Source: an optimization exercise on an open RTL-to-GDS flow (aim: small area, a short achievable clock period and few clock cycles). Production flows keep margins and buffers that such runs may drop.
The RTL was checked by simulation tests, not by an equivalence proof against the original design.
Power and IR drop assume default switching activity.

$ cat flow/design.v
module ring_view_ctrl (
    input  wire        clk,
    input  wire        rst,           
    input  wire        cmd_valid,
    output wire        cmd_ready,
    input  wire [31:0] cmd_data,
    output wire        rsp_valid,
    input  wire        rsp_ready,
    output wire [31:0] rsp_data,
    output wire        rsp_last
);
    localparam N_RING = 8;
    reg        dev_ready;
    reg  [7:0] vv;                    
    reg  [7:0] cf;                    
    reg  [7:0] hv, tv;                
    reg [20:0] head_ptr [0:N_RING-1];
    reg [20:0] tail_ptr [0:N_RING-1];
    reg [63:0] rb [0:N_RING-1];       
    reg [39:0] rh [0:N_RING-1];       
    reg  [2:0] ph;                    
    reg  [7:0] cy;                    
    reg [19:0] v_depth [0:N_RING-1];
    reg [16:0] rw [0:N_RING-1];       
    reg [20:0] v_head  [0:N_RING-1];
    reg [20:0] v_tail  [0:N_RING-1];
    reg [23:0] v_cl    [0:N_RING-1];   
    reg        rv;                    
    reg        rl;                    
    reg [31:0] rd;                    
    reg  [3:0] ridx;                  
    reg  [4:0] wp;                    
    reg        k_rd, k_wr, k_cfg, k_upd, k_used, k_dump, k_init;
    reg        f_hi0;                 
    reg        f_lo0;                 
    reg        f_rg0;                 
    reg        f_sub0;                
    reg        f_devz;                
    reg        f_ds0;                 
    reg        f_rhi0;                
    reg        cw1;                   
    reg  [2:0] r;                     
    reg [31:0] x1, x2;                
    reg [19:0] x3;                    
    reg        x3_big;                
    reg [16:0] x4;                    
    reg        a_ok;                  
    reg        a_tail;
    reg [20:0] wv;                    
    reg        bpend;                 
    reg  [2:0] br;                    
    reg        wt;                    
    reg        cpend;                 
    reg        wpend;                 
    reg        wr_go;                 
    reg        cfg_go;                
    reg        busy;                  
    reg        sb;                    
    reg        sb_slow;               
    reg [22:0] d2;                    
    reg        div;                   
    reg        fin;                   
    reg        neg2;
    reg  [4:0] dcnt;
    reg        cr;                    
    reg        lastw;                 
    wire hs_cmd = cmd_valid & cr;
    wire hs_rsp = rv & rsp_ready;
    wire [5:0] in_op   = cmd_data[31:26];
    wire in_hi0  = (cmd_data[25:24] == 2'b00);
    wire in_lo0  = (cmd_data[11:0] == 12'd0);
    wire in_rg0  = (cmd_data[17:12] == 6'd0);
    wire in_ds0  = (cmd_data[23:18] == 6'd0);
    wire in_rd   = (in_op == 6'h01) & in_hi0 & in_lo0 & in_rg0;
    wire in_wr   = (in_op == 6'h02) & in_hi0 & in_lo0 & in_rg0;
    wire in_init = (in_op == 6'h03) & in_hi0 & in_lo0 & in_rg0 & (cmd_data[19:18] == 2'b00);
    wire in_ring = (in_op[5:2] == 4'b0010) & in_hi0 & in_lo0;
    wire in_cfg  = in_ring & (in_op[1:0] == 2'd0);
    wire in_upd  = in_ring & (in_op[1:0] == 2'd1);
    wire in_used = in_ring & (in_op[1:0] == 2'd2);
    wire in_dump = in_ring & (in_op[1:0] == 2'd3);
    wire in_ringok = in_ds0 & (cmd_data[17:15] == 3'd0);
    wire in_devz   = (cmd_data[23:20] == 4'd0);
    wire in_multi  = (in_op == 6'h01) | (in_op == 6'h02) | (in_op == 6'h08);
    wire in_usedok = in_used & in_ringok;
    wire in_dumpok = in_dump & in_ringok;
    wire [1:0] in_st = (in_init | in_ring) ? {1'b0, in_init ? ~in_devz : ~in_ringok} : 2'd3;
    wire dev_ok   = f_ds0;
    wire ring_ok  = f_ds0 & f_rhi0;
    wire k_multi  = k_rd | k_wr | k_cfg;
    wire bad_cw   = cw1 & k_multi & ~(f_hi0 & f_lo0 & (f_rg0 | k_cfg));
    wire init_go  = cw1 & k_init & f_hi0 & f_lo0 & f_rg0 & f_sub0 & f_devz;
    wire upd_go   = cw1 & k_upd & f_hi0 & f_lo0 & ring_ok;
    wire in_aok  = (cmd_data[31:6] == 26'h80) & (cmd_data[1:0] == 2'b00);
    wire [19:0] depth  = v_depth[r];
    wire [20:0] cur_h  = v_head[r];
    wire [20:0] cur_t  = v_tail[r];
    wire [23:0] cur_l  = v_cl[r];
    wire [20:0] new_h  = hv[r] ? head_ptr[r] : 21'd0;
    wire [20:0] new_t  = tv[r] ? tail_ptr[r] : 21'd0;
    wire [21:0] occ_cur = {2'b00, cur_t[19:0]} - {2'b00, cur_h[19:0]}
                        + ((cur_t[20] != cur_h[20]) ? {2'b00, depth} : 22'd0);
    wire [22:0] d_a = {3'd0, new_h[19:0]} - {3'd0, cur_h[19:0]}
                    + ((new_h[20] & ~cur_h[20]) ? {3'd0, depth} : 23'd0)
                    - ((cur_h[20] & ~new_h[20]) ? {3'd0, depth} : 23'd0);
    wire        slow_a = ({1'b0, new_h[19:0]} >= {1'b0, depth}) | ({1'b0, cur_h[19:0]} >= {1'b0, depth});
    wire        upd_act = upd_go & dev_ready & cf[r];
    wire [20:0] td2   = {depth, 1'b0};
    wire [24:0] l_sum = {1'b0, cur_l} + {{2{d2[22]}}, d2} + (d2[22] ? {4'd0, td2} : 25'd0);
    wire [20:0] mag = x1[20:0];
    wire [20:0] rem = x2[20:0];
    wire        upd_wr = sb & ~sb_slow;
    wire        busy_n = (busy & ~upd_wr) | (upd_act & slow_a);
    wire [21:0] dtry   = {rem, mag[dcnt]};
    wire [21:0] dsub   = dtry - {1'b0, td2};
    wire [20:0] rem_nx = dsub[21] ? dtry[20:0] : dsub[20:0];
    wire        at_r   = (ph == r);
    wire        b_wr   = bpend & (ph == br);
    wire        c_now  = cpend & at_r & ~bpend;
    wire        w_now7 = wpend & at_r & ~bpend;
    wire        w_now3 = wpend & ((ph ^ 3'd4) == r) & ~bpend;
    wire [16:0] w_tap  = w_now7 ? rw[7] : rw[3];
    wire [16:0] wl_cur = (w_now7 | w_now3) ? w_tap : x4;
    wire        bpend_n = bpend & ~b_wr;
    wire        cfg_ok = ring_ok & dev_ready & ~cf[r] & ~x3_big;
    wire        cfg_st = ~ring_ok | (dev_ready & (cf[r] | x3_big));
    wire [39:0] rh_in  = (b_wr ? 40'd0 : rh[7]) + {39'd0, cy[ph]};
    wire        nx_rdy = (ridx == 4'd3) ? (~wpend | w_now7 | w_now3) :
                         (ridx == 4'd7) ? (~cpend | c_now) : 1'b1;
    wire [20:0] ptr_rd = a_tail ? new_t : new_h;
    reg [31:0] dump_nx;               
    always @(*) begin
        case (ridx)
            4'd0:    dump_nx = {11'd0, cur_h};
            4'd1:    dump_nx = {11'd0, cur_t};
            4'd2:    dump_nx = {12'd0, depth};
            4'd3:    dump_nx = {16'd0, wl_cur[15:0]};
            4'd4:    dump_nx = {31'd0, x4[16]};
            4'd7:    dump_nx = c_now ? rb[7][31:0] : x1;
            4'd8:    dump_nx = x2;
            4'd9:    dump_nx = {{10{occ_cur[21]}}, occ_cur};
            4'd11:   dump_nx = {x3[7:0], cur_l};
            4'd12:   dump_nx = {wv[19:0], x3[19:8]};
            default: dump_nx = 32'd0;
        endcase
        if (!vv[r]) dump_nx = 32'd0;
        if (ridx == 4'd10) dump_nx = {29'd0, r};
    end
    wire [31:0] rsp_nx = k_dump ? dump_nx :
                         k_used ? (cf[r] ? {{10{occ_cur[21]}}, occ_cur} : 32'd0) :
                                  {11'd0, ptr_rd};
    assign cmd_ready = cr;
    assign rsp_valid = rv;
    assign rsp_data  = rd;
    assign rsp_last  = rl;
    integer i;
    always @(posedge clk) begin
        if (rst) begin
            rv        <= 1'b0;
            rl        <= 1'b0;
            rd        <= 32'd0;
            wt        <= 1'b0;
            cw1       <= 1'b0;
            ridx      <= 4'd0;
            wp        <= 5'b00001;
            k_rd      <= 1'b0;
            k_wr      <= 1'b0;
            k_cfg     <= 1'b0;
            k_upd     <= 1'b0;
            k_used    <= 1'b0;
            k_dump    <= 1'b0;
            k_init    <= 1'b0;
            wr_go     <= 1'b0;
            cfg_go    <= 1'b0;
            busy      <= 1'b0;
            cr        <= 1'b1;
            lastw     <= 1'b0;
            sb        <= 1'b0;
            div       <= 1'b0;
            fin       <= 1'b0;
            bpend     <= 1'b0;
            cpend     <= 1'b0;
            wpend     <= 1'b0;
            ph        <= 3'd0;
            cy        <= 8'd0;
            dev_ready <= 1'b0;
            vv        <= 8'd0;
            cf        <= 8'd0;
            hv        <= 8'd0;
            tv        <= 8'd0;
        end else begin
            wr_go   <= 1'b0;
            cfg_go  <= 1'b0;
            cw1     <= hs_cmd & wp[0];
            ph      <= ph + 3'd1;
            if (hs_cmd) begin
                rd[31:2] <= 30'd0;
                if (wp[0]) begin
                    k_rd    <= (in_op == 6'h01);
                    k_wr    <= (in_op == 6'h02);
                    k_cfg   <= (in_op == 6'h08);
                    k_upd   <= (in_op == 6'h09);
                    k_used  <= (in_op == 6'h0A);
                    k_dump  <= (in_op == 6'h0B);
                    k_init  <= (in_op == 6'h03);
                    f_hi0   <= in_hi0;
                    f_lo0   <= in_lo0;
                    f_rg0   <= in_rg0;
                    f_sub0  <= (cmd_data[19:18] == 2'b00);
                    f_devz  <= in_devz;
                    f_ds0   <= in_ds0;
                    f_rhi0  <= (cmd_data[17:15] == 3'd0);
                    r       <= cmd_data[14:12];
                    ridx    <= 4'd0;
                    lastw   <= in_rd;
                    wp      <= in_multi ? 5'b00010 : 5'b00001;
                    rv      <= ~in_multi;
                    rd[1:0] <= in_st;
                    rl      <= ~(in_usedok | in_dumpok);
                    cpend   <= (in_op == 6'h0B);
                    wpend   <= (in_op == 6'h0B);
                end else begin
                    wp    <= lastw ? 5'b00001 : {wp[3:0], 1'b0};
                    lastw <= (k_wr & wp[1]) | (k_cfg & wp[3]);
                    rv    <= lastw;
                    if (wp[1]) begin
                        if (k_cfg) x1 <= cmd_data;
                        else       r  <= cmd_data[5:3];
                        a_ok   <= in_aok;
                        a_tail <= cmd_data[2];
                    end
                    if (wp[2] & k_cfg) x2 <= cmd_data;
                    if (wp[3]) begin
                        x3     <= cmd_data[19:0];
                        x3_big <= (cmd_data[31:20] != 12'd0);
                    end
                    if (wp[4]) x4 <= cmd_data[16:0];
                    wv <= cmd_data[20:0];
                    rl <= ~(k_rd & dev_ok & in_aok);
                    if (k_rd)
                        rd[1:0] <= {1'b0, ~(dev_ok & in_aok)};
                    else if (k_wr)
                        rd[1:0] <= {1'b0, ~(dev_ok & a_ok)};
                    else
                        rd[1:0] <= {1'b0, cfg_st};
                    wr_go  <= lastw & k_wr & dev_ok & a_ok;
                    cfg_go <= lastw & k_cfg & cfg_ok;
                    if (lastw & k_cfg & cfg_ok) begin
                        bpend <= 1'b1;
                        br    <= r;
                    end
                end
            end
            if (bad_cw) begin
                wp      <= 5'b00001;
                rv      <= 1'b1;
                rl      <= 1'b1;
                rd[1:0] <= 2'd3;
            end
            cr <= hs_cmd ? (wp[0] ? (in_multi & ~((in_op == 6'h08) & bpend_n)) : ~lastw)
                         : ~((rv & ~(rsp_ready & rl)) | bad_cw | busy_n | wt |
                             (bpend_n & k_cfg & wp[1]));
            if (hs_rsp) begin
                if (rl) begin
                    rv <= 1'b0;
                    rl <= 1'b0;
                end else if (!nx_rdy) begin
                    rv <= 1'b0;
                    wt <= 1'b1;
                end else begin
                    ridx <= ridx + 4'd1;
                    rd <= rsp_nx;
                    rl <= k_dump ? (ridx == 4'd12) : 1'b1;
                end
            end
            if (wt & nx_rdy) begin
                wt   <= 1'b0;
                rv   <= 1'b1;
                ridx <= ridx + 4'd1;
                rd   <= rsp_nx;
                rl   <= ridx == 4'd12;
            end
            if (wr_go) begin
                if (a_tail) tv[r] <= 1'b1;
                else        hv[r] <= 1'b1;
            end
            if (cy[ph])
                cy[ph] <= 1'b0;
            if (upd_wr & l_sum[24])
                cy[r] <= 1'b1;
            if (b_wr)
                bpend <= 1'b0;
            if (w_now7 | w_now3) begin
                if (!(hs_cmd & wp[0])) wpend <= 1'b0;
                x4    <= w_tap;
            end
            if (c_now) begin
                if (!(hs_cmd & wp[0])) cpend <= 1'b0;
                x1 <= rb[7][31:0];
                x2 <= rb[7][63:32];
                x3 <= rh_in[19:0];
                wv <= {1'b0, rh_in[39:20]};
            end
            if (cfg_go) begin
                cy[r] <= 1'b0;
                vv[r] <= 1'b1;
                cf[r] <= (x3 != 20'd0) && ({x2, x1} != 64'd0);
            end
            if (init_go) begin
                dev_ready <= 1'b1;
                vv <= 8'd0;
                cf <= 8'd0;
            end
            sb  <= 1'b0;
            fin <= 1'b0;
            if (upd_act) begin
                sb      <= 1'b1;
                sb_slow <= slow_a;
                busy    <= slow_a;
                d2      <= d_a;
            end
            if (sb & sb_slow & bpend)
                sb <= 1'b1;          
            if (sb & sb_slow & ~bpend) begin
                div  <= 1'b1;
                neg2 <= d2[22];
                x1[20:0] <= d2[22] ? (21'd0 - d2[20:0]) : d2[20:0];
                x2[20:0] <= 21'd0;
                dcnt <= 5'd20;
            end
            if (div) begin
                x2[20:0] <= rem_nx;
                dcnt <= dcnt - 5'd1;
                if (dcnt == 5'd0) begin
                    div <= 1'b0;
                    fin <= 1'b1;
                end
            end
            if (fin) begin
                sb      <= 1'b1;
                sb_slow <= 1'b0;
                d2      <= neg2 ? (23'd0 - {2'd0, rem}) : {2'd0, rem};
            end
            if (upd_wr)
                busy <= 1'b0;
        end
    end
    always @(posedge clk) begin
        begin
            if (wr_go) begin
                if (a_tail) tail_ptr[r] <= wv;
                else        head_ptr[r] <= wv;
            end
            if (cfg_go) begin
                v_depth[r] <= x3;
                v_head[r]  <= 21'd0;
                v_tail[r]  <= 21'd0;
                v_cl[r]    <= 24'd0;
            end
            if (upd_act) begin
                v_head[r] <= new_h;
                v_tail[r] <= new_t;
            end
            if (upd_wr)
                v_cl[r] <= l_sum[23:0];
            for (i = 1; i < N_RING; i = i + 1) begin
                rb[i] <= rb[i-1];
                rh[i] <= rh[i-1];
            end
            rb[0] <= b_wr ? {x2, x1} : rb[7];   
            for (i = 1; i < N_RING; i = i + 1)
                rw[i] <= rw[i-1];
            rw[0] <= b_wr ? x4 : rw[7];
            rh[0] <= rh_in;
        end
    end
endmodule
$ cat flow/flow/run.sh
#!/bin/bash
# The standard layout (standard synthesis, floorplan, placement, CTS, routing) with two changes:
# the port buffers that buffer_ports inserts are plain buf_4 cells instead of its default
# delay cells, and the resizer's timing repair aims for 43 ns of setup slack at the design's
# 55 ns clock (so it also works on paths that already meet 55 ns). The SDC is the standard flow's, unchanged.
set -euo pipefail
export BUFFER_PORTS_ARGS="-buffer_cell sky130_fd_sc_hd__buf_4"
export SETUP_SLACK_MARGIN=43
bash standard.sh finish > standard_flow.log 2>&1
$ cat flow/standard.sh
#!/bin/bash
# synth_recipe.tcl (not shown) runs the flow's synth.tcl, then flattens the netlist and writes it again
# the make line also repeats each setting of config.mk as NAME=value (left out here)
make -C /OpenROAD-flow-scripts/flow DESIGN_CONFIG=/design/flow/config.mk WORK_HOME=/design/flow/orfs CLKGATE_MAP_FILE= SYNTH_SCRIPT=/design/flow/synth_recipe.tcl "${@:-finish}"
$ cat flow/config.mk
export PLATFORM = sky130hd
export DESIGN_NAME = ring_view_ctrl
export DESIGN_NICKNAME = ring_view_ctrl
export VERILOG_FILES = /design/flow/design.v
export SDC_FILE = /design/flow/constraint.sdc
export NUM_CORES = 4
export LEC_CHECK = 0
export CAP_MARGIN = 20
export CORE_MARGIN = 2
export CORE_UTILIZATION = 40
export CTS_CLUSTER_DIAMETER = 80
export CTS_CLUSTER_SIZE = 24
export SLEW_MARGIN = 20
$ cat flow/constraint.sdc
create_clock -name core_clock -period 55.0 [get_ports {clk}]
set_input_delay 11.0000 -clock core_clock [delete_from_list [all_inputs] [get_ports {clk}]]
set_output_delay 11.0000 -clock core_clock [all_outputs]
set_load 0.01 [all_outputs]
==> results of run 1 <==
## power groups by stage
stage / clock network [mW] / registers [mW] / logic [mW]
after CTS: 0.987 / 1.79 / 0.296
after floorplan: 0 / 1.82 / 0.199
after global placement: 0 / 1.83 / 0.290
after detailed placement: 0 / 1.83 / 0.292
after global routing: 1.04 / 1.79 / 0.322
final: 0.966 / 1.79 / 0.301
## layout by cell type (no fill, tap or decap), types with 23 or more instances in the layout
master / netlist / routed
sky130_fd_sc_hd__edfxtp_1: 1192 / 1192
sky130_fd_sc_hd__dfxtp_1: 1078 / 1040
sky130_fd_sc_hd__nand2_1: 672 / 668
sky130_fd_sc_hd__nor2_1: 374 / 326
sky130_fd_sc_hd__mux4_2: 266 / 266
sky130_fd_sc_hd__a21oi_1: 216 / 209
sky130_fd_sc_hd__ha_1: 185 / 185
sky130_fd_sc_hd__buf_4: 14 / 155
sky130_fd_sc_hd__xnor2_1: 123 / 122
sky130_fd_sc_hd__clkbuf_16: 0 / 116
sky130_fd_sc_hd__o21ai_0: 106 / 101
sky130_fd_sc_hd__inv_1: 96 / 96
sky130_fd_sc_hd__mux2i_1: 100 / 94
sky130_fd_sc_hd__nand3_1: 91 / 86
sky130_fd_sc_hd__nor3_1: 86 / 80
sky130_fd_sc_hd__a21o_1: 76 / 75
sky130_fd_sc_hd__mux2_2: 66 / 66
sky130_fd_sc_hd__xor2_1: 60 / 59
sky130_fd_sc_hd__o21ai_1: 54 / 57
sky130_fd_sc_hd__nor2b_1: 55 / 55
sky130_fd_sc_hd__or3_1: 53 / 53
sky130_fd_sc_hd__fa_1: 45 / 45
sky130_fd_sc_hd__buf_6: 11 / 42
sky130_fd_sc_hd__o21a_1: 38 / 38
sky130_fd_sc_hd__nand4_1: 36 / 36
sky130_fd_sc_hd__a31oi_1: 41 / 36
sky130_fd_sc_hd__dfxtp_4: 0 / 36
sky130_fd_sc_hd__o31ai_1: 33 / 33
sky130_fd_sc_hd__nand2b_1: 32 / 30
sky130_fd_sc_hd__a211oi_1: 31 / 30
sky130_fd_sc_hd__nor2_4: 0 / 29
sky130_fd_sc_hd__and2_1: 31 / 28
sky130_fd_sc_hd__and3_1: 29 / 26
sky130_fd_sc_hd__clkbuf_1: 149 / 25
sky130_fd_sc_hd__nor4_1: 28 / 24
sky130_fd_sc_hd__a21boi_0: 23 / 23
sky130_fd_sc_hd__o221ai_1: 23 / 23
sky130_fd_sc_hd__a22oi_1: 23 / 23
## repair_timing
action | in CTS | in global routing
pin swaps | 12 | 14
buffers inserted | 19 | 7
endpoints found under the setup margin | 159 | 98
resized for setup | 124 | 22
gates cloned | 2 | 1
## logic make-up after synthesis
kind of cell | after synthesis | share of synthesized area
simple gates | 1556 | 0.0832
fa+ha+maj | 230 | 0.0383
mux | 436 | 0.0929
compound gates | 824 | 0.0648
flops | 2270 | 0.683
buf+inv | 365 | 0.0188
xor+xnor | 183 | 0.0191
## final cells by class
cell class / count / area [um^2]
antenna: 5 / 12.5
fill: 18618 / 116000
clock buffer: 144 / 3040
tap: 2805 / 3510
clock inverter: 35 / 573
inverter: 101 / 379
timing repair buffer: 209 / 1860
sequential: 2270 / 57500
multi-input combinational: 3232 / 25800
## path summary, 6_finish.rpt
| kind | slack (ns) | cells after the start | from | end |
|---|---|---|---|---|
| min reg2reg | 0.25 | 0 | rb[6][52]$_DFF_P_ | rb[7][52]$_DFF_P_ |
| max reg2reg | 45.48 | 25 | flop | d2[21]$_DFFE_PP_ |
| max | 42.61 | 1 | rd[4]$_SDFF_PP0_ | rsp_data[4] |
| min | 0.25 | 0 | rb[6][52]$_DFF_P_ | rb[7][52]$_DFF_P_ |
## worst register-to-register path, stage by stage, from the launching register on
cell and delay [ns]:
sky130_fd_sc_hd__dfxtp_4 0.93, sky130_fd_sc_hd__buf_4 0.96, sky130_fd_sc_hd__buf_4 0.65, sky130_fd_sc_hd__buf_4 0.62, sky130_fd_sc_hd__mux4_2 0.59, sky130_fd_sc_hd__mux2i_1 0.59
sky130_fd_sc_hd__nor2_1 0.10, sky130_fd_sc_hd__buf_4 0.20, sky130_fd_sc_hd__ha_1 0.33, sky130_fd_sc_hd__a21o_1 0.20, sky130_fd_sc_hd__a21o_1 0.20, sky130_fd_sc_hd__a21oi_1 0.21
sky130_fd_sc_hd__o21ai_1 0.13, sky130_fd_sc_hd__or4_1 0.45, sky130_fd_sc_hd__a31oi_1 0.28, sky130_fd_sc_hd__inv_1 0.07, sky130_fd_sc_hd__a21oi_1 0.17, sky130_fd_sc_hd__xnor2_1 0.17
sky130_fd_sc_hd__fa_1 0.45, sky130_fd_sc_hd__ha_1 0.34, sky130_fd_sc_hd__and2_1 0.18, sky130_fd_sc_hd__a221o_1 0.36, sky130_fd_sc_hd__o221a_2 0.29, sky130_fd_sc_hd__a31oi_1 0.26
sky130_fd_sc_hd__nor2b_1 0.08, sky130_fd_sc_hd__o41ai_1 0.47
## per-layer routing
metal,vias up,GRT usage
met2,2032,0.345
met5,-,0
li1,21658,-
met3,445,0.0376
met4,4,0.0900
met1,25114,0.323
## stage by stage
step | setup slack (ns) | hold WS, ns | total power, mW | std cells | instance area (um^2)
after floorplan | 42.42 | 0.310 | 2.02 | 5864 | 84300
after global placement | 41.52 | 0.310 | 2.12 | 8586 | 88300
after detailed placement | 41.50 | 0.312 | 2.12 | 8586 | 88300
after CTS | 42.56 | 0.251 | 3.07 | 8786 | 92500
after global routing | 42.57 | 0.275 | 3.15 | 8798 | 92700
final | 42.61 | 0.249 | 3.05 | 8801 | 92700
## state kept, by name, indices dropped and copies added, names as in the netlist, 17 cells and up, named ones only
register,flops
wv,21
v_head,168
v_tail,168
tail_ptr,168
v_cl,192
x4,17
head_ptr,168
rh,320
rw,136
rd,32
x3,20
d2,23
x2,32
rb,512
v_depth,160
x1,32
==> Implementation_results.wiki, run 1 <==
{| class="wikitable"
! Metric !! Value
|-
| Clock skew after layout || 0.103 ns
|-
| Maximum buffer depth of the clock tree || 3
|-
| Cell chain of the critical path || buf_6
|-
| Number of buffers created by CTS || 114
|-
| Power share of the clock group || 0.317
|-
| Count of final setup violators || 0
|-
| Width of the die || 462 um
|-
| Number of buffers and inverters on the critical path || 1
|-
| Portion of the post-synthesis area used by sequential elements || 0.683
|-
| Core Footprint || 0.209 mm^2
|-
| Slew at the pin with the worst max-slew slack || 1.19 ns
|-
| Number of search-and-repair iterations in the first detailed-routing pass || 7
|-
| CTS tree || built
|-
| Sw power || 746 uW
|-
| Layout net count || 6194
|-
| Power share of the combinational group || 0.099
|-
| Routed WL per cell || 27.9 um
|-
| DPL Wire Length || 170000 um
|-
| Routed met1 length || 107000 um
|-
| Synth top area cells || sky130_fd_sc_hd__edfxtp_1, sky130_fd_sc_hd__dfxtp_1, sky130_fd_sc_hd__mux4_2
|-
| CTS HTree Levels || 3
|-
| Number of vias after detailed routing || 49253
|-
| Critical-path cell with the highest stage delay || sky130_fd_sc_hd__dfxtp_4
|-
| Worst vdd rail ir drop || 0.0337 mV
|-
| Number of standard cells after synthesis || 5864
|-
| Synthesized flop and latch total || 2270
|-
| Outcome || timing/DRC/antenna clean
|-
| First-pass GRT wire length || 347000 um
|-
| Mapped Area || 0.0840 mm^2
|-
| Die boundary height || 462 um
|-
| Proportion of register bits with asynchronous set or reset after synthesis || 0
|-
| Share of post-route cells with drive strength above 1 || 0.145
|-
| Required time worst endpoint || 44.00 ns
|-
| Internal cell power || 2.31 mW
|-
| Final count of hold timing violations || 0
|-
| Max-slew headroom || 0.209
|-
| Synth warnings || 4
|-
| Number of antenna violations at the first check in global routing || 7
|-
| Starting DRT DRC Count || 5476
|-
| Count of input and output buffers || 70
|-
| Setup_tns || 0 ns
|-
| Setup repair after global routing missed its margin || true
|-
| Routed wire length on met3 || 18000 um
|-
| Critical Path Source Type || flop
|-
| # rows || 168
|-
| Worst min path class || reg -> reg
|-
| Number of global-route vias before repair || 46709
|-
| Count of clock tree sinks || 2270
|-
| Sw Ratio || 0.244
|-
| Initial cell density of the core || 0.402
|-
| Unique cell type count in the Yosys netlist || 89
|-
| Worst-path maximum fanout || 2
|-
| Cell type with the highest aggregate area in the netlist || sky130_fd_sc_hd__edfxtp_1
|-
| Crit share post-route || 0.225
|-
| Die ar. || 0.214 mm^2
|-
| Delay contributed by the slowest stage of the critical path || 0.41 ns
|-
| Average instance area after synthesis || 14.3 um^2
|-
| Via density per instance || 5.60
|-
| Post-cts hold buffer count || 0
|-
| Number of pins with negative max-slew slack in the final report || 0
|-
| Top delay family on crit path || flip-flops
|-
| Final design utilization || 0.443
|-
| Wire length reported by the detailed router || 246000 um
|-
| Number of enable flip-flop cells after synthesis || 1192
|-
| Max Cap Viol || 0
|-
| Arrival time at the worst endpoint || 1.39 ns
|-
| Post-synth net total || 6130
|-
| Count of pins on the block boundary || 71
|-
| Grt total ovfl || 0
|-
| Critical path start-end classification || reg -> out
|-
| Most numerous cell in the Yosys netlist || sky130_fd_sc_hd__edfxtp_1
|-
| Area added between synthesis and finish || 10.4%
|-
| Clock-pin slew on the worst setup and hold paths || 0.10 ns
|-
| Top FF cell, synth || sky130_fd_sc_hd__edfxtp_1
|-
| Most numerous cell types in the synthesized netlist || sky130_fd_sc_hd__edfxtp_1, sky130_fd_sc_hd__dfxtp_1, sky130_fd_sc_hd__nand2_1
|-
| Pin count of the biggest net entering global routing || 97
|-
| DRC errors left || 0
|-
| Detailed route wirelength on metal2 || 109000 um
|-
| Fmax || 80.7 MHz
|-
| Placer's final routability congestion estimate || 0.952
|-
| Root buf cell || sky130_fd_sc_hd__clkbuf_16
|-
| Detail Route Antenna Nets || 0
|-
| Portion of synthesized cell area occupied by the leading cell type || 0.426
|-
| Power density normalized to cell area || 32.9 mW/mm^2
|-
| Post-layout minimum cycle time || 12.39 ns
|-
| Endpoint class of the critical path || output port
|-
| Insertion delay to the later sink of the worst-skew pair || 0.87 ns
|-
| Top routing layer in use || met5
|-
| Global Route Usage Sum || 0.227
|-
| Static Leak || 33.1 nW
|-
| Relative contribution of sequential cells to total power || 0.585
|}
Testbench counts, summed over its fixed seeds: cycles 40,688.
==> inputs of run 2 (changes only) <==
--- a/flow/config.mk
+++ b/flow/config.mk
@@ -10,4 +10,2 @@
 export CORE_UTILIZATION = 40
-export CTS_CLUSTER_DIAMETER = 80
-export CTS_CLUSTER_SIZE = 24
 export SLEW_MARGIN = 20
==> run 2 against run 1 <==
Against the previous run:
- wire length is 0.79% higher
- combinational power hardly changed
- final cell count is 2.4% higher
- utilization is 1.8 points higher
- fmax is 0.34% lower
- first-iteration DRC count is 2.1% higher
- critical path depth stayed put
- non-clock buffer count stayed put
- critical endpoint is now rsp_data[20]
- flip-flop and latch count stayed put
- register-to-register slack worse by 0.07 ns
- clock power is 55% higher
==> Implementation_results.wiki, run 2 <==
{| class="wikitable"
! Metric !! Value
|-
| Core Footprint || 0.209 mm^2 (unchanged)
|-
| Fmax || 80.5 MHz (-0.34%)
|-
| DPL Wire Length || 170000 um (unchanged)
|-
| Slew at the pin with the worst max-slew slack || 1.19 ns (+0.00136 ns)
|-
| # rows || 168 (unchanged)
|-
| Critical path start-end classification || reg -> out
|-
| Maximum buffer depth of the clock tree || 3 (unchanged)
|-
| Count of input and output buffers || 70 (unchanged)
|-
| Number of stages on the worst setup path || 1 (unchanged)
|-
| Number of buffers and inverters on the critical path || 1 (unchanged)
|-
| Layout net count || 6292 (+1.6%)
|-
| Unique cell type count in the Yosys netlist || 89 (unchanged)
|-
| Arrival time at the worst endpoint || 1.43 ns (+0.04 ns)
|-
| Wire length reported by the detailed router || 248000 um (+0.79%)
|-
| Max-slew headroom || 0.209 (-0.000907)
|-
| Total area of sequential cells || 0.0575 mm^2 (unchanged)
|-
| Post-cts hold buffer count || 0 (unchanged)
|-
| Critical-path cell with the highest stage delay || sky130_fd_sc_hd__dfxtp_4
|-
| Number of standard cells after synthesis || 5864 (unchanged)
|-
| Number of fill cells in the layout || 18189 (-2.3%)
|-
| Most common cell after layout, fill and taps aside || sky130_fd_sc_hd__edfxtp_1
|-
| Number of search-and-repair iterations in the first detailed-routing pass || 6 (-1)
|-
| Worst-path maximum fanout || 2 (unchanged)
|-
| Setup_tns || 0 ns (unchanged)
|-
| Highest-count cells in the layout ignoring fill and taps || sky130_fd_sc_hd__edfxtp_1, sky130_fd_sc_hd__dfxtp_1, sky130_fd_sc_hd__nand2_1, sky130_fd_sc_hd__nor2_1, sky130_fd_sc_hd__mux4_2
|-
| Static Leak || 34.9 nW (+5.5%)
|-
| First-pass GRT wire length || 352000 um (+1.3%)
|-
| Pre-CTS setup slack || 41.50 ns (unchanged)
|-
| Portion of the post-synthesis area used by sequential elements || 0.683 (unchanged)
|-
| Worst min path class || reg -> reg
|-
| Number of vias after detailed routing || 50046 (+1.6%)
|-
| Count of clock tree sinks || 2270 (unchanged)
|-
| Global Route Usage Sum || 0.230 (+0.00306)
|-
| Final design utilization || 0.461 (+0.0178)
|-
| Count of final setup violators || 0 (unchanged)
|-
| Setup repair after global routing missed its margin || true
|-
| Cell chain of the critical path || buf_6
|-
| Most numerous cell types in the synthesized netlist || sky130_fd_sc_hd__edfxtp_1, sky130_fd_sc_hd__dfxtp_1, sky130_fd_sc_hd__nand2_1
|-
| CTS HTree Levels || 4 (+1)
|-
| Number of pins with negative max-slew slack in the final report || 0 (unchanged)
|-
| Portion of synthesized cell area occupied by the leading cell type || 0.426 (unchanged)
|-
| Number of global-route vias before repair || 47948 (+2.7%)
|-
| Die ar. || 0.214 mm^2 (unchanged)
|-
| Mapped Area || 0.0840 mm^2 (unchanged)
|-
| Width of the die || 462 um (unchanged)
|-
| Number of buffers created by CTS || 213 (+87%)
|-
| Average instance area after synthesis || 14.3 um^2 (unchanged)
|-
| Detail Route Antenna Nets || 0 (unchanged)
|-
| Critical Path Source Type || flop
|-
| Post-layout minimum cycle time || 12.43 ns (+0.0425 ns)
|-
| Synth top area cells || sky130_fd_sc_hd__edfxtp_1, sky130_fd_sc_hd__dfxtp_1, sky130_fd_sc_hd__mux4_2
|-
| Most numerous cell in the Yosys netlist || sky130_fd_sc_hd__edfxtp_1
|-
| Worst vdd rail ir drop || 0.0457 mV (+36%)
|-
| Top FF cell, synth || sky130_fd_sc_hd__edfxtp_1
|-
| Endpoint of the most critical setup path || rsp_data[20]
|-
| Largest register FFs || 512 (unchanged)
|-
| Grt total ovfl || 0 (unchanged)
|-
| Largest registers || rb: 512 flops, rh: 320 flops, v_cl: 192 flops
|-
| R2r setup slk || 45.41 ns (-0.07 ns)
|-
| Starting DRT DRC Count || 5589 (+2.1%)
|-
| Placer's final routability congestion estimate || 0.952 (unchanged)
|-
| Count of pins on the block boundary || 71 (unchanged)
|-
| Number of cells on the worst reg-to-reg path || 25 (unchanged)
|-
| Synthesized flop and latch total || 2270 (unchanged)
|-
| Delay contributed by the slowest stage of the critical path || 0.41 ns (about the same)
|-
| Number of enable flip-flop cells after synthesis || 1192 (unchanged)
|-
| Insertion delay to the later sink of the worst-skew pair || 0.91 ns (+0.04 ns)
|-
| Proportion of register bits with asynchronous set or reset after synthesis || 0 (unchanged)
|-
| Routed WL per cell || 27.5 um (-1.6%)
|-
| Cell area after layout || 0.0964 mm^2 (+4.0%)
|-
| Initial cell density of the core || 0.402 (unchanged)
|-
| Power density normalized to cell area || 37.2 mW/mm^2 (+13%)
|-
| Via density per instance || 5.55 (-0.80%)
|-
| Standard cell area after detailed placement || 0.0883 mm^2 (unchanged)
|-
| Post-synth net total || 6130 (unchanged)
|-
| Clock-pin slew on the worst setup and hold paths || 0.07 ns (-0.03 ns)
|-
| Area added between synthesis and finish || 14.8%
|-
| CTS tree || built
|-
| Pin count of the biggest net entering global routing || 97 (unchanged)
|-
| Cell type with the highest aggregate area in the netlist || sky130_fd_sc_hd__edfxtp_1
|-
| Worst R2R End || d2[21]$_DFFE_PP_
|-
| Area taken by multi-input logic gates || 0.0258 mm^2 (about the same)
|-
| Number of antenna violations at the first check in global routing || 7 (unchanged)
|-
| Crit share post-route || 0.226 (+0.000773)
|-
| Root buf cell || sky130_fd_sc_hd__clkbuf_16
|-
| Outcome || timing/DRC/antenna clean
|-
| Reg with most FFs || rb
|-
| Top delay family on crit path || flip-flops
|-
| Required time worst endpoint || 44.00 ns (about the same)
|-
| Final WS setup || 42.57 ns (-0.0425 ns)
|-
| Max Cap Viol || 0 (unchanged)
|-
| Worst setup path start || rd[20]$_SDFF_PP0_
|-
| Die boundary height || 462 um (unchanged)
|-
| Clock skew after layout || 0.0966 ns (-0.00620 ns)
|-
| Endpoint class of the critical path || output port
|-
| Final count of hold timing violations || 0 (unchanged)
|-
| DRC errors left || 0 (unchanged)
|-
| Synth warnings || 4 (unchanged)
|-
| Share of post-route cells with drive strength above 1 || 0.169 (+0.0244)
|}
-- run 2: cell count changes in the layout (fill, tap and decap cells not counted), moves of 12 or more --
cell	change
sky130_fd_sc_hd__clkinv_2	+24
sky130_fd_sc_hd__clkbuf_1	+13
sky130_fd_sc_hd__clkinv_1	+23
sky130_fd_sc_hd__bufinv_16	+12
sky130_fd_sc_hd__clkbuf_16	+105
sky130_fd_sc_hd__clkbuf_8	+21
-- run 2: what timing repair did --
| action | in CTS | in global routing |
|---|---|---|
| gates cloned | 2 | 0 |
| hold endpoints to repair | 0 | 0 |
| pin swaps | 13 | 13 |
| buffers inserted | 18 | 8 |
| endpoints found under the setup margin | 153 | 121 |
| gates resized for setup | 122 | 26 |
-- run 2: worst min-delay path by stage --
stage          slack (ns)  cells after the start               from                 to
2_1_floorplan        0.31                      0   rb[0][0]$_DFF_P_   rb[1][0]$_DFF_P_
3_5_place_dp         0.31                      0  rb[3][33]$_DFF_P_  rb[4][33]$_DFF_P_
4_1_cts              0.29                      0  rh[6][36]$_DFF_P_  rh[7][36]$_DFF_P_
3_3_place_gp         0.31                      0  rb[4][13]$_DFF_P_  rb[5][13]$_DFF_P_
6_report             0.29                      0  rb[2][48]$_DFF_P_  rb[3][48]$_DFF_P_
5_1_grt              0.28                      0   rb[3][2]$_DFF_P_   rb[4][2]$_DFF_P_
-- run 2: cells by family (layout without fill, tap and decap cells) --
| family | count (synthesis) | after routing | share of synthesized area |
|---|---|---|---|
| flip-flops | 2270 | 2270 | 0.683 |
| AND/OR/NAND/NOR | 1556 | 1556 | 0.0832 |
| AO/OA/AOI/OAI | 824 | 826 | 0.0648 |
| multiplexers | 436 | 436 | 0.0929 |
| buffers and inverters | 365 | 707 | 0.0188 |
| adder cells (fa/ha/maj) | 230 | 230 | 0.0383 |
| XOR/XNOR | 183 | 183 | 0.0191 |
| other | 0 | 2 | 0 |
-- run 2: final cells by class --
type	instances	area share
diodes	2	0.0000519
clock buffers	282	0.0620
clock inverters	115	0.0138
inverters	101	0.00393
multi-input cells	3231	0.268
flip-flops and latches	2270	0.596
well taps	2805	0.0364
repair buffers	209	0.0197
-- run 2: stage by stage --
| step | cells | power [mW] | hold slack (ns) |
|---|---|---|---|
| CTS | 9003 | 3.61 | 0.285 |
| global route | 9013 | 3.70 | 0.284 |
| detailed placement | 8586 | 2.12 | 0.312 |
| global placement | 8586 | 2.12 | 0.310 |
| floorplan | 5864 | 2.02 | 0.310 |
| finish | 9015 | 3.59 | 0.287 |
-- run 2: where the power goes --
part,leakage (nW),internal (mW),total [mW],switching (mW)
sequential,20.1,1.78,1.79,0.0113
clock,3.54,0.841,1.50,0.658
combinational,11.3,0.116,0.300,0.184
-- run 2: per-layer routing --
metal | vias up | GRT usage | part of all wire
met2 | 2109 | 0.347 | 0.44
met4 | 4 | 0.0991 | 0.046
met3 | 472 | 0.0426 | 0.079
met5 | - | 0 | 0.00010
li1 | 22000 | - | -
met1 | 25461 | 0.325 | 0.43
==> inputs of run 3 (changes only) <==
--- a/flow/design.v
+++ b/flow/design.v
@@ -16,4 +16,10 @@
     reg  [7:0] hv, tv;                
-    reg [20:0] head_ptr [0:N_RING-1];
-    reg [20:0] tail_ptr [0:N_RING-1];
+    reg [20:0] hps [0:N_RING-1];      
+    reg [20:0] tps [0:N_RING-1];      
+    reg [19:0] vds [0:N_RING-1];      
+    reg [20:0] vhs [0:N_RING-1];      
+    reg [20:0] vts [0:N_RING-1];      
+    reg        pp;                    
+    reg        vpu;                   
+    reg        vpc;                   
     reg [63:0] rb [0:N_RING-1];       
@@ -22,6 +28,3 @@
     reg  [7:0] cy;                    
-    reg [19:0] v_depth [0:N_RING-1];
     reg [16:0] rw [0:N_RING-1];       
-    reg [20:0] v_head  [0:N_RING-1];
-    reg [20:0] v_tail  [0:N_RING-1];
     reg [23:0] v_cl    [0:N_RING-1];   
@@ -94,8 +97,9 @@
     wire in_aok  = (cmd_data[31:6] == 26'h80) & (cmd_data[1:0] == 2'b00);
-    wire [19:0] depth  = v_depth[r];
-    wire [20:0] cur_h  = v_head[r];
-    wire [20:0] cur_t  = v_tail[r];
+    wire  [2:0] rs     = ph - 3'd1 - r;
+    wire [19:0] depth  = vds[rs];
+    wire [20:0] cur_h  = vhs[rs];
+    wire [20:0] cur_t  = vts[rs];
     wire [23:0] cur_l  = v_cl[r];
-    wire [20:0] new_h  = hv[r] ? head_ptr[r] : 21'd0;
-    wire [20:0] new_t  = tv[r] ? tail_ptr[r] : 21'd0;
+    wire [20:0] new_h  = hv[r] ? hps[rs] : 21'd0;
+    wire [20:0] new_t  = tv[r] ? tps[rs] : 21'd0;
     wire [21:0] occ_cur = {2'b00, cur_t[19:0]} - {2'b00, cur_h[19:0]}
@@ -130,2 +134,13 @@
     wire [20:0] ptr_rd = a_tail ? new_t : new_h;
+    wire        wok    = (ph[0] == r[0]);
+    wire  [2:0] ws     = ph - r;
+    wire        p_go   = wr_go | pp;
+    wire        vu_go  = upd_act | vpu;
+    wire        vc_go  = cfg_go | vpc;
+    wire        hp_wr  = p_go & ~a_tail & wok;
+    wire        tp_wr  = p_go & a_tail & wok;
+    wire        vd_wr  = vc_go & wok;
+    wire        vh_wr  = (vu_go | vc_go) & wok;
+    wire [20:0] vh_in  = vc_go ? 21'd0 : new_h;
+    wire [20:0] vt_in  = vc_go ? 21'd0 : new_t;
     reg [31:0] dump_nx;               
@@ -162,2 +177,5 @@
             wt        <= 1'b0;
+            pp        <= 1'b0;
+            vpu       <= 1'b0;
+            vpc       <= 1'b0;
             cw1       <= 1'b0;
@@ -194,2 +212,5 @@
             cw1     <= hs_cmd & wp[0];
+            pp      <= p_go & ~wok;
+            vpu     <= vu_go & ~wok;
+            vpc     <= vc_go & ~wok;
             ph      <= ph + 3'd1;
@@ -349,15 +370,18 @@
         begin
-            if (wr_go) begin
-                if (a_tail) tail_ptr[r] <= wv;
-                else        head_ptr[r] <= wv;
-            end
-            if (cfg_go) begin
-                v_depth[r] <= x3;
-                v_head[r]  <= 21'd0;
-                v_tail[r]  <= 21'd0;
-                v_cl[r]    <= 24'd0;
-            end
-            if (upd_act) begin
-                v_head[r] <= new_h;
-                v_tail[r] <= new_t;
+            if (cfg_go)
+                v_cl[r] <= 24'd0;
+            for (i = 0; i < N_RING; i = i + 1) begin
+                if (i % 2 == 0 && hp_wr && ws == i) hps[i] <= wv;
+                else                                 hps[i] <= hps[(i + 7) % 8];
+                if (i % 2 == 0 && tp_wr && ws == i) tps[i] <= wv;
+                else                                 tps[i] <= tps[(i + 7) % 8];
+                if (i % 2 == 0 && vd_wr && ws == i) vds[i] <= x3;
+                else                                 vds[i] <= vds[(i + 7) % 8];
+                if (i % 2 == 0 && vh_wr && ws == i) begin
+                    vhs[i] <= vh_in;
+                    vts[i] <= vt_in;
+                end else begin
+                    vhs[i] <= vhs[(i + 7) % 8];
+                    vts[i] <= vts[(i + 7) % 8];
+                end
             end
--- a/flow/config.mk
+++ b/flow/config.mk
@@ -10,2 +10,4 @@
 export CORE_UTILIZATION = 40
+export CTS_CLUSTER_DIAMETER = 80
+export CTS_CLUSTER_SIZE = 24
 export SLEW_MARGIN = 20
==> run 3 against run 2 <==
Against the previous run:
- non-clock buffer count is 28 higher
- hold slack gained 0.020 ns
- synthesized cell count increased by 24%
- clock power down 34%
- first-iteration DRC count rose by 25%
- fmax down 0.50%
- register-to-register slack worse by 1.8 ns
- critical path type is now in -> reg
- largest cell class unchanged
- highest routed layer unchanged
==> Implementation_results.wiki, run 3 <==
{| class="wikitable"
! Metric !! Value
|-
| Endpoint class of the critical path || flop
|-
| Post-synth net total || 7527 (+23%)
|-
| Final WS setup || 42.51 ns (-0.0623 ns)
|-
| Hold path startpoint || vts[6][17]$_DFF_P_
|-
| Library cell appearing most often on the critical path || sky130_fd_sc_hd__nand2_2
|-
| Most numerous cell types in the synthesized netlist || sky130_fd_sc_hd__dfxtp_1, sky130_fd_sc_hd__nand2_1, sky130_fd_sc_hd__nor2_1
|-
| Number of pins with negative max-slew slack in the final report || 0 (unchanged)
|-
| Slew at the pin with the worst max-slew slack || 1.15 ns (-0.0349 ns)
|-
| Synth warnings || 9 (+5)
|-
| Number of vias after detailed routing || 56196 (+12%)
|-
| Core Footprint || 0.201 mm^2 (-3.7%)
|-
| Grt total ovfl || 0 (unchanged)
|-
| Count of input and output buffers || 70 (unchanged)
|-
| Largest registers || rb: 512 flops, rh: 320 flops, v_cl: 192 flops
|-
| # rows || 165 (-1.8%)
|-
| Portion of synthesized cell area occupied by the leading cell type || 0.474 (+0.0476)
|-
| Global Route Usage Sum || 0.249 (+0.0195)
|-
| Detail Route Antenna Nets || 0 (unchanged)
|-
| Arrival time at the worst endpoint || 13.16 ns (+11.73 ns)
|-
| Count of clock tree sinks || 2273 (+0.13%)
|-
| Startpoint of the worst-slack reg-to-reg timing path || r[0]$_DFFE_PP_
|-
| DPL Wire Length || 184000 um (+8.1%)
|-
| First-pass GRT wire length || 376000 um (+6.8%)
|-
| Power density normalized to cell area || 37.9 mW/mm^2 (+2.0%)
|-
| Unique cell type count in the Yosys netlist || 104 (+17%)
|-
| Clock-pin slew on the worst setup and hold paths || 0.09 ns (+0.02 ns)
|-
| Proportion of register bits with asynchronous set or reset after synthesis || 0 (unchanged)
|-
| Worst setup path start || cmd_data[0]
|-
| Count of final setup violators || 0 (unchanged)
|-
| Area added between synthesis and finish || 10.1%
|-
| Max-slew headroom || 0.224 (+0.0152)
|-
| Synthesized flop and latch total || 2273 (+0.13%)
|-
| Via density per instance || 5.63 (+1.5%)
|-
| Critical Path Source Type || input pin
|-
| Pre-CTS setup slack || 41.20 ns (-0.297 ns)
|-
| Clock skew after layout || 0.109 ns (+0.0128 ns)
|-
| Cell type with the highest aggregate area in the netlist || sky130_fd_sc_hd__dfxtp_1
|-
| DRC errors left || 0 (unchanged)
|-
| Setup repair after global routing missed its margin || true
|-
| Final count of hold timing violations || 0 (unchanged)
|-
| Max Cap Viol || 0 (unchanged)
|-
| Crit share post-route || 0.227 (+0.00113)
|-
| Required time worst endpoint || 55.67 ns (+11.67 ns)
|-
| Worst vdd rail ir drop || 0.0313 mV (-31%)
|-
| Share of post-route cells with drive strength above 1 || 0.134 (-0.0350)
|-
| Worst-path maximum fanout || 3 (+1)
|-
| Portion of the post-synthesis area used by sequential elements || 0.607 (-0.0756)
|-
| Reg with most FFs || rb
|-
| Initial cell density of the core || 0.401 (-0.000428)
|-
| Most numerous cell in the Yosys netlist || sky130_fd_sc_hd__dfxtp_1
|-
| Die boundary height || 454 um (-1.9%)
|-
| Number of global-route vias before repair || 53081 (+11%)
|-
| Width of the die || 454 um (-1.9%)
|-
| Largest register FFs || 512 (unchanged)
|-
| Number of buffers created by CTS || 117 (-45%)
|-
| Pin count of the biggest net entering global routing || 101 (+4.1%)
|-
| Count of pins on the block boundary || 71 (unchanged)
|-
| Final Instance Count excl. Fillers || 9976 (+11%)
|-
| Placer's final routability congestion estimate || 0.987 (+3.6%)
|-
| Fmax || 80.1 MHz (-0.50%)
|-
| Highest-count cells in the layout ignoring fill and taps || sky130_fd_sc_hd__dfxtp_1, sky130_fd_sc_hd__nand2_1, sky130_fd_sc_hd__nor2_1, sky130_fd_sc_hd__edfxtp_1, sky130_fd_sc_hd__a21oi_1
|-
| Number of standard cells after synthesis || 7257 (+24%)
|-
| Critical-path cell with the highest stage delay || sky130_fd_sc_hd__or4_4
|-
| Setup_tns || 0 ns (unchanged)
|-
| Static Leak || 34.1 nW (-2.5%)
|-
| Synth top area cells || sky130_fd_sc_hd__dfxtp_1, sky130_fd_sc_hd__edfxtp_1, sky130_fd_sc_hd__nand2_1
|-
| CTS tree || built
|-
| Average instance area after synthesis || 11.1 um^2 (-22%)
|-
| Root buf cell || sky130_fd_sc_hd__clkbuf_16
|-
| Layout net count || 7504 (+19%)
|-
| Insertion delay to the later sink of the worst-skew pair || 0.86 ns (-0.05 ns)
|-
| Routed WL per cell || 26.3 um (-4.2%)
|-
| Worst min path class || reg -> reg
|-
| Cell chain of the critical path || buf_6 -> or4_4 -> nor2_4 -> nand2_2 -> nor3_4 -> nand2_2 -> nor4_4 -> nand2_1 -> o21ai_2 -> a211oi_2 -> a2111oi_2 -> a211oi_1
|-
| Starting DRT DRC Count || 6965 (+25%)
|-
| Critical path start-end classification || in -> reg
|-
| Maximum buffer depth of the clock tree || 3 (unchanged)
|-
| Die ar. || 0.206 mm^2 (-3.7%)
|-
| Mapped Area || 0.0808 mm^2 (-3.8%)
|-
| Number of fill cells in the layout || 18843 (+3.6%)
|-
| Number of search-and-repair iterations in the first detailed-routing pass || 10 (+4)
|-
| CTS HTree Levels || 3 (-1)
|-
| Post-layout minimum cycle time || 12.49 ns (+0.0623 ns)
|-
| Wire length reported by the detailed router || 263000 um (+6.1%)
|-
| Delay contributed by the slowest stage of the critical path || 0.55 ns (+0.14 ns)
|-
| Number of antenna violations at the first check in global routing || 21 (+14)
|-
| Most common cell after layout, fill and taps aside || sky130_fd_sc_hd__dfxtp_1
|-
| Number of enable flip-flop cells after synthesis || 360 (-70%)
|-
| Outcome || timing/DRC/antenna clean
|-
| Top FF cell, synth || sky130_fd_sc_hd__dfxtp_1
|-
| Placed cell count || 9757 (+14%)
|}
==> run 3: stage by stage <==
stage               total power [mW]  hold slack [ns]  area, um^2   util
floorplan                       2.19            0.310       81100      -
CTS                             3.38            0.298       88800  0.441
finish                          3.37            0.307       89000  0.442
global placement                2.40            0.310       84600  0.420
global route                    3.50            0.314       89000  0.442
detailed placement              2.40            0.312       84600  0.420
==> run 3: final cells by class <==
| class | count | area [um^2] | area share |
|---|---|---|---|
| multi-input cells | 4490 | 30300 | 0.341 |
| diodes | 4 | 10.0 | 0.000113 |
| well taps | 2672 | 3340 | 0.0376 |
| inverters | 115 | 437 | 0.00491 |
| clock buffers | 146 | 3060 | 0.0344 |
| flip-flops and latches | 2273 | 49200 | 0.553 |
| repair buffers | 237 | 1970 | 0.0221 |
| clock inverters | 39 | 633 | 0.00712 |
==> run 3: cell families after synthesis <==
logic type,count (synthesis),share of synthesized area
muxes,470,0.0783
and+or+nand+nor,2320,0.122
AOI/OAI and AO/OA,1267,0.104
xor gates and xnor gates,195,0.0215
buffers and inverters,496,0.0251
adders and majority gates,236,0.0408
DFF,2273,0.607
==> run 3: critical path, delay by kind of cell <==
family                 cells  cell delay [ns]
AO/OA/AOI/OAI              4             0.58
buffers and inverters      1             0.10
AND/OR/NAND/NOR            7             1.49
==> run 3: power by group <==
part           switching (mW)  internal (mW)
sequential             0.0102           1.70
clock                   0.561          0.424
combinational           0.439          0.239
total                    1.01           2.36
==> run 3: metal layers <==
metal  share of wire  vias to the layer above  global-route usage
li1                -                    25282                   -
met1            0.41                    27643               0.339
met2            0.44                     2649               0.383
met3           0.092                      606              0.0478
met4           0.054                       16               0.115
met5         0.00039                        -                   0
==> run 3: what timing repair did <==
action / CTS / global route
setup buffers: 14 / 14
gates resized for setup: 122 / 11
endpoints found under the setup margin: 129 / 90
gates cloned: 0 / 2
pin swaps: 14 / 17
hold buffers: 0 / 0
==> run 3: final timing paths <==
kind / end / slack [ns] / depth (start not counted)
setup / recovery: rd[0]$_SDFF_PP0_ / 42.51 / 12
hold / removal: vts[7][17]$_DFF_P_ / 0.31 / 0
setup reg to reg: d2[20]$_DFFE_PP_ / 43.61 / 35
hold reg to reg: vts[7][17]$_DFF_P_ / 0.31 / 0
Testbench counts of run 3, summed over its fixed seeds: cycles 40,688.
==> inputs of run 4 (changes only) <==
--- a/flow/config.mk
+++ b/flow/config.mk
@@ -9,3 +9,3 @@
 export CORE_MARGIN = 2
-export CORE_UTILIZATION = 40
+export CORE_UTILIZATION = 55
 export CTS_CLUSTER_DIAMETER = 80
==> run 4 against run 3 <==
Against the previous run:
- still clean on timing, DRC and antenna
- clock power decreased by 0.4%
- flip-flop and latch count unchanged
- clock skew decreased by 0.047 ns
- hold slack about the same
- design area decreased by 1.1%
- clock-buffer cell count decreased by 4
- via count decreased by 0.25%
- sequential power about the same
- largest power group unchanged
==> Implementation_results.wiki, run 4 <==
{| class="wikitable"
! Metric !! Value
|-
| Top FF cell, synth || sky130_fd_sc_hd__dfxtp_1
|-
| Critical Path Source Type || input pin
|-
| Arrival time at the worst endpoint || 13.19 ns (+0.03 ns)
|-
| Insertion delay to the later sink of the worst-skew pair || 0.81 ns (-0.05 ns)
|-
| Placer's final routability congestion estimate || 1.01 (+2.2%)
|-
| Number of fill cells in the layout || 12131 (-36%)
|-
| Count of final setup violators || 0 (unchanged)
|-
| Number of search-and-repair iterations in the first detailed-routing pass || 9 (-1)
|-
| Worst min path class || reg -> reg
|-
| Average instance area after synthesis || 11.1 um^2 (unchanged)
|-
| Detail Route Antenna Nets || 0 (unchanged)
|-
| Width of the die || 387 um (-15%)
|-
| CTS tree || built
|-
| Synthesized flop and latch total || 2273 (unchanged)
|-
| Post-layout minimum cycle time || 12.48 ns (-0.0139 ns)
|-
| Post-cts hold buffer count || 0 (unchanged)
|-
| Setup_tns || 0 ns (unchanged)
|-
| Maximum buffer depth of the clock tree || 3 (unchanged)
|-
| Endpoint class of the critical path || flop
|-
| Count of input and output buffers || 70 (unchanged)
|-
| Post-synth net total || 7527 (unchanged)
|-
| Required time worst endpoint || 55.71 ns (+0.04 ns)
|-
| Max Cap Viol || 0 (unchanged)
|-
| Die boundary height || 387 um (-15%)
|-
| Total chip power || 3.36 mW (-0.42%)
|-
| Portion of the post-synthesis area used by sequential elements || 0.607 (unchanged)
|-
| Layout net count || 7501 (-0.040%)
|-
| Number of buffers created by CTS || 117 (unchanged)
|-
| Grt total ovfl || 0 (unchanged)
|-
| # rows || 140 (-15%)
|-
| Pre-CTS setup slack || 41.47 ns (+0.266 ns)
|-
| Final WS setup || 42.52 ns (+0.0139 ns)
|-
| Number of pins with negative max-slew slack in the final report || 0 (unchanged)
|-
| DRC errors left || 0 (unchanged)
|-
| Worst vdd rail ir drop || 0.0344 mV (+9.9%)
|-
| Number of antenna violations at the first check in global routing || 12 (-43%)
|-
| Pin count of the biggest net entering global routing || 129 (+28%)
|-
| Initial cell density of the core || 0.555 (+0.153)
|-
| Synth warnings || 9 (unchanged)
|-
| Most common cell after layout, fill and taps aside || sky130_fd_sc_hd__dfxtp_1
|-
| Via density per instance || 6.08 (+8.0%)
|-
| Count of clock tree sinks || 2273 (unchanged)
|-
| Most numerous cell types in the synthesized netlist || sky130_fd_sc_hd__dfxtp_1, sky130_fd_sc_hd__nand2_1, sky130_fd_sc_hd__nor2_1
|-
| Setup repair after global routing missed its margin || true
|-
| Reg with most FFs || rb
|-
| Unique cell type count in the Yosys netlist || 104 (unchanged)
|-
| Portion of synthesized cell area occupied by the leading cell type || 0.474 (unchanged)
|-
| Critical path start-end classification || in -> reg
|-
| Outcome || timing/DRC/antenna clean
|-
| Root buf cell || sky130_fd_sc_hd__clkbuf_16
|-
| Final count of hold timing violations || 0 (unchanged)
|-
| Starting DRT DRC Count || 6078 (-13%)
|-
| Number of vias after detailed routing || 56057 (-0.25%)
|-
| Area added between synthesis and finish || 8.89%
|-
| Clock-pin slew on the worst setup and hold paths || 0.09 ns (about the same)
|-
| First-pass GRT wire length || 370000 um (-1.5%)
|-
| Largest registers || rb: 512 flops, rh: 320 flops, v_cl: 192 flops
|-
| Max-slew headroom || 0.206 (-0.0178)
|-
| Clock skew after layout || 0.0625 ns (-0.0470 ns)
|-
| Share of post-route cells with drive strength above 1 || 0.135 (+0.00129)
|-
| Cell type with the highest aggregate area in the netlist || sky130_fd_sc_hd__dfxtp_1
|-
| Count of pins on the block boundary || 71 (unchanged)
|-
| Number of global-route vias before repair || 53076 (-0.0094%)
|-
| Synth top area cells || sky130_fd_sc_hd__dfxtp_1, sky130_fd_sc_hd__edfxtp_1, sky130_fd_sc_hd__nand2_1
|-
| Global Route Usage Sum || 0.337 (+0.0881)
|-
| Power density normalized to cell area || 38.2 mW/mm^2 (+0.65%)
|-
| Slew at the pin with the worst max-slew slack || 1.18 ns (+0.0264 ns)
|-
| Number of enable flip-flop cells after synthesis || 360 (unchanged)
|-
| DPL Wire Length || 179000 um (-2.9%)
|-
| Wire length reported by the detailed router || 259000 um (-1.6%)
|-
| Number of standard cells after synthesis || 7257 (unchanged)
|-
| Routed WL per cell || 28.1 um (+6.5%)
|-
| Die ar. || 0.150 mm^2 (-27%)
|-
| Static Leak || 34.1 nW (+0.19%)
|-
| Number of cells on the worst reg-to-reg path || 32 (-8.6%)
|-
| Crit share post-route || 0.227 (-0.000253)
|-
| Fmax || 80.1 MHz (+0.11%)
|-
| Largest register FFs || 512 (unchanged)
|-
| Mapped Area || 0.0808 mm^2 (unchanged)
|-
| CTS HTree Levels || 3 (unchanged)
|-
| Highest-count cells in the layout ignoring fill and taps || sky130_fd_sc_hd__dfxtp_1, sky130_fd_sc_hd__nand2_1, sky130_fd_sc_hd__nor2_1, sky130_fd_sc_hd__edfxtp_1, sky130_fd_sc_hd__a21oi_1
|-
| Most numerous cell in the Yosys netlist || sky130_fd_sc_hd__dfxtp_1
|-
| Core Footprint || 0.146 mm^2 (-28%)
|-
| Depth of the worst hold-timing path || 0 (unchanged)
|-
| Proportion of register bits with asynchronous set or reset after synthesis || 0 (unchanged)
|-
| Worst-path maximum fanout || 2 (-1)
|}
run 4: cell count changes in the layout (fill, tap and decap cells not counted), sizes merged, moves of 2 or more:
cell	change
bufinv	-2
clkbuf	-3
clkinv	-2
clkinvlp	+2
buf	-5
inv	+6
run 4: critical path, cell delays in order:
cell and delay (ns):
sky130_fd_sc_hd__buf_8 0.10, sky130_fd_sc_hd__or4_4 0.54, sky130_fd_sc_hd__nor2_4 0.16, sky130_fd_sc_hd__nand2_4 0.07, sky130_fd_sc_hd__nor3_4 0.15, sky130_fd_sc_hd__nand2_2 0.11
sky130_fd_sc_hd__buf_6 0.13, sky130_fd_sc_hd__buf_6 0.10, sky130_fd_sc_hd__buf_6 0.10, sky130_fd_sc_hd__buf_6 0.10, sky130_fd_sc_hd__buf_6 0.10, sky130_fd_sc_hd__buf_6 0.10
sky130_fd_sc_hd__buf_6 0.10, sky130_fd_sc_hd__o22ai_2 0.10, sky130_fd_sc_hd__nor2_1 0.06, sky130_fd_sc_hd__nor3_1 0.17
run 4: cells by family after synthesis:
family / share of synthesized area
AO/OA/AOI/OAI: 0.104
AND/OR/NAND/NOR: 0.122
buffers and inverters: 0.0251
multiplexers: 0.0783
XOR/XNOR: 0.0215
flip-flops: 0.607
adder cells (fa/ha/maj): 0.0408
run 4: path summary, 6_finish.rpt:
path / endpoint / slack (ns) / startpoint
hold reg to reg: rb[2][30]$_DFF_P_ / 0.31 / rb[1][30]$_DFF_P_
setup / recovery: lastw$_SDFFE_PP0P_ / 42.52 / cmd_data[7]
hold / removal: rb[2][30]$_DFF_P_ / 0.31 / rb[1][30]$_DFF_P_
setup reg to reg: rd[31]$_SDFF_PP0_ / 44.70 / r[0]$_DFFE_PP_
run 4: what timing repair did:
action	in CTS	in global routing
cloned	3	0
resized for setup	102	27
buffers inserted	19	8
hold endpoints to repair	0	0
setup endpoints to repair	182	73
pin swaps	20	13
run 4: area by class of cell:
| type | instances | area [um^2] | share of cell area |
|---|---|---|---|
| Sequential cell | 2273 | 49200 | 0.559 |
| Multi-Input combinational cell | 4491 | 30300 | 0.344 |
| Clock buffer | 142 | 3080 | 0.0350 |
| Tap cell | 1917 | 2400 | 0.0272 |
| Timing Repair Buffer | 233 | 2000 | 0.0227 |
| Clock inverter | 43 | 601 | 0.00682 |
| Inverter | 115 | 437 | 0.00496 |
| Antenna cell | 4 | 10.0 | 0.000114 |
run 4: routing by layer:
layer,GRT usage,share of wire
met1,0.461,0.42
met2,0.509,0.44
met3,0.0739,0.092
met4,0.164,0.054
met5,0,0.00022
run 4: metrics by stage:
stage	std cells	area (um^2)	hold WS, ns	utilization
after floorplan	7257	81100	0.310	-
after global placement	8996	83600	0.309	0.574
after detailed placement	8996	83700	0.312	0.574
after CTS	9203	87800	0.300	0.602
after global routing	9214	88000	0.310	0.604
final	9218	88000	0.307	0.604
run 4: where the power goes:
group          internal, mW  switching, mW  total [mW]
Clock                 0.420          0.561       0.981
Sequential             1.70         0.0103        1.71
Combinational         0.238          0.430       0.667
Total                  2.36           1.00        3.36
==> inputs of run 5 (changes only) <==
--- a/flow/design.v
+++ b/flow/design.v
@@ -32,2 +32,3 @@
     reg        rl;                    
+    reg        ill;                   
     reg [31:0] rd;                    
@@ -89,3 +90,5 @@
     wire in_dumpok = in_dump & in_ringok;
-    wire [1:0] in_st = (in_init | in_ring) ? {1'b0, in_init ? ~in_devz : ~in_ringok} : 2'd3;
+    wire [1:0] in_st = {1'b0, (in_op == 6'h03) ? ~in_devz : ~in_ringok};
+    wire       in_ill = ~(in_multi | in_init | in_upd | in_used | in_dump);
+    wire       rlx    = rl | ill;
     wire dev_ok   = f_ds0;
@@ -168,4 +171,4 @@
     assign rsp_valid = rv;
-    assign rsp_data  = rd;
-    assign rsp_last  = rl;
+    assign rsp_data  = {rd[31:2], rd[1:0] | {2{ill}}};
+    assign rsp_last  = rlx;
     integer i;
@@ -175,2 +178,3 @@
             rl        <= 1'b0;
+            ill       <= 1'b0;
             rd        <= 32'd0;
@@ -239,3 +243,4 @@
                     rd[1:0] <= in_st;
-                    rl      <= ~(in_usedok | in_dumpok);
+                    rl      <= ~(((in_op == 6'h0A) | (in_op == 6'h0B)) & in_ds0 & (cmd_data[17:15] == 3'd0));
+                    ill     <= in_ill;
                     cpend   <= (in_op == 6'h0B);
@@ -281,6 +286,7 @@
             cr <= hs_cmd ? (wp[0] ? (in_multi & ~((in_op == 6'h08) & bpend_n)) : ~lastw)
-                         : ~((rv & ~(rsp_ready & rl)) | bad_cw | busy_n | wt |
+                         : ~((rv & ~(rsp_ready & rlx)) | bad_cw | busy_n | wt |
                              (bpend_n & k_cfg & wp[1]));
             if (hs_rsp) begin
-                if (rl) begin
+                if (rlx) begin
+                    ill <= 1'b0;
                     rv <= 1'b0;
==> run 5 against run 4 <==
Against the previous run:
- wire length fell by 3.8%
- die area barely moved
- largest power group unchanged
- largest cell class unchanged
- setup slack got worse by 0.048 ns
- via count fell by 4.8%
- critical endpoint is now rsp_data[1]
- register-to-register slack got worse by 0.62 ns
- first-iteration DRC count fell by 6.5%
- sequential power barely moved
- clock-buffer cell count fell by 4
==> Implementation_results.wiki, run 5 <==
{| class="wikitable"
! Metric !! Value
|-
| Outcome || timing/DRC/antenna clean
|-
| Number of pins with negative max-slew slack in the final report || 0 (unchanged)
|-
| Die ar. || 0.150 mm^2 (about the same)
|-
| Count of pins on the block boundary || 71 (unchanged)
|-
| Count of input and output buffers || 70 (unchanged)
|-
| Insertion delay to the later sink of the worst-skew pair || 0.83 ns (+0.02 ns)
|-
| CTS tree || built
|-
| Share of the synthesized area in compound gates (AO/OA/AOI/OAI) || 0.0977 (-0.00671)
|-
| Clock-pin slew on the worst setup and hold paths || 0.10 ns (about the same)
|-
| Area added between synthesis and finish || 8.37%
|-
| Core Footprint || 0.146 mm^2 (unchanged)
|-
| Count of clock tree sinks || 2274 (+0.044%)
|-
| Synthesized flop and latch total || 2274 (+0.044%)
|-
| Maximum buffer depth of the clock tree || 3 (unchanged)
|-
| DPL Wire Length || 177000 um (-0.86%)
|-
| Worst min path class || reg -> reg
|-
| Critical path start-end classification || reg -> out
|-
| Post-cts hold buffer count || 0 (unchanged)
|-
| Number of search-and-repair iterations in the first detailed-routing pass || 7 (-2)
|-
| Number of antenna violations at the first check in global routing || 8 (-4)
|-
| CTS HTree Levels || 3 (unchanged)
|-
| Synth warnings || 9 (unchanged)
|-
| Starting DRT DRC Count || 5681 (-6.5%)
|-
| Share of post-route cells with drive strength above 1 || 0.153 (+0.0179)
|-
| Root buf cell || sky130_fd_sc_hd__clkbuf_16
|-
| Placer's final routability congestion estimate || 1.02 (+1.4%)
|-
| Most numerous cell types in the synthesized netlist || sky130_fd_sc_hd__dfxtp_1, sky130_fd_sc_hd__nand2_1, sky130_fd_sc_hd__nor2_1
|-
| Routed WL per cell || 28.3 um (+0.80%)
|-
| Critical Path Source Type || flop
|-
| Post-synth net total || 7139 (-5.2%)
|-
| Width of the die || 387 um (about the same)
|-
| Hold slack || 0.300 ns (-0.00758 ns)
|-
| Slew at the pin with the worst max-slew slack || 1.24 ns (+0.0640 ns)
|-
| Placed cell count || 8595 (-4.5%)
|}
-- run 5: cell count changes after synthesis, sizes merged, moves of 34 or more --
cell | previous run | this run
nand2 | 1285 | 868
mux2 | 297 | 393
nor2 | 495 | 401
nand3 | 165 | 91
o21ai | 249 | 311
mux4 | 100 | 146
mux2i | 73 | 113
a31oi | 73 | 109
a21oi | 330 | 296
-- run 5: worst paths after layout --
check                           cells past startpoint                end               from  slack, ns
worst max-delay path                                2        rsp_data[1]     ill$_SDFF_PP0_      42.47
worst min-delay path                                0  rb[6][35]$_DFF_P_  rb[5][35]$_DFF_P_       0.30
worst max register to register                     31  rd[31]$_SDFF_PP0_     r[0]$_DFFE_PP_      44.08
worst min register to register                      0  rb[6][35]$_DFF_P_  rb[5][35]$_DFF_P_       0.30
-- run 5: cells by family (layout without fill, tap and decap cells) --
family | count (synthesis) | after routing
flops | 2274 | 2274
simple gates | 1771 | 1772
compound gates | 1232 | 1234
mux | 652 | 652
buf+inv | 507 | 511
fa+ha+maj | 234 | 234
xor+xnor | 199 | 199
other cells | 0 | 2
-- run 5: metal layers --
layer,GRT usage,share of wire
met1,0.441,0.42
met2,0.504,0.44
met3,0.0709,0.086
met4,0.145,0.053
met5,0,0.000048
-- run 5: final cells by class --
cell class / count / area (um^2)
Multi-Input combinational cell: 4091 / 30100
Clock inverter: 26 / 459
Sequential cell: 2274 / 49200
Clock buffer: 138 / 2940
Fill cell: 12126 / 58200
Timing Repair Buffer: 223 / 1950
Antenna cell: 2 / 5.00
Tap cell: 1917 / 2400
Inverter: 124 / 472
-- run 5: timing repair --
action | in CTS | in global routing
cloned | 2 | 1
endpoints found under the setup margin | 154 | 118
resized for setup | 96 | 15
buffers inserted | 16 | 15
pin swaps | 17 | 16
-- run 5: critical path, stage by stage, from the launching register on --
cell                      delay, ns
sky130_fd_sc_hd__dfxtp_4       0.38
sky130_fd_sc_hd__or2_4         0.24
sky130_fd_sc_hd__buf_6         0.12
-- run 5: per-stage QoR --
step / instance area [um^2] / worst slack [ns]
2_1_floorplan: 81100 / 42.51
3_3_place_gp: 83400 / 41.32
3_5_place_dp: 83400 / 41.34
4_1_cts: 87300 / 42.43
5_1_grt: 87500 / 42.43
6_report: 87500 / 42.47
-- run 5: power breakdown --
| part | switching (mW) | leakage (nW) | internal, mW |
|---|---|---|---|
| sequential | 0.00619 | 18.4 | 1.70 |
| clock | 0.534 | 1.64 | 0.399 |
| combinational | 0.315 | 13.2 | 0.182 |
| total | 0.855 | 33.3 | 2.28 |
Testbench counts of run 5, summed over its fixed seeds: cycles 40,688.
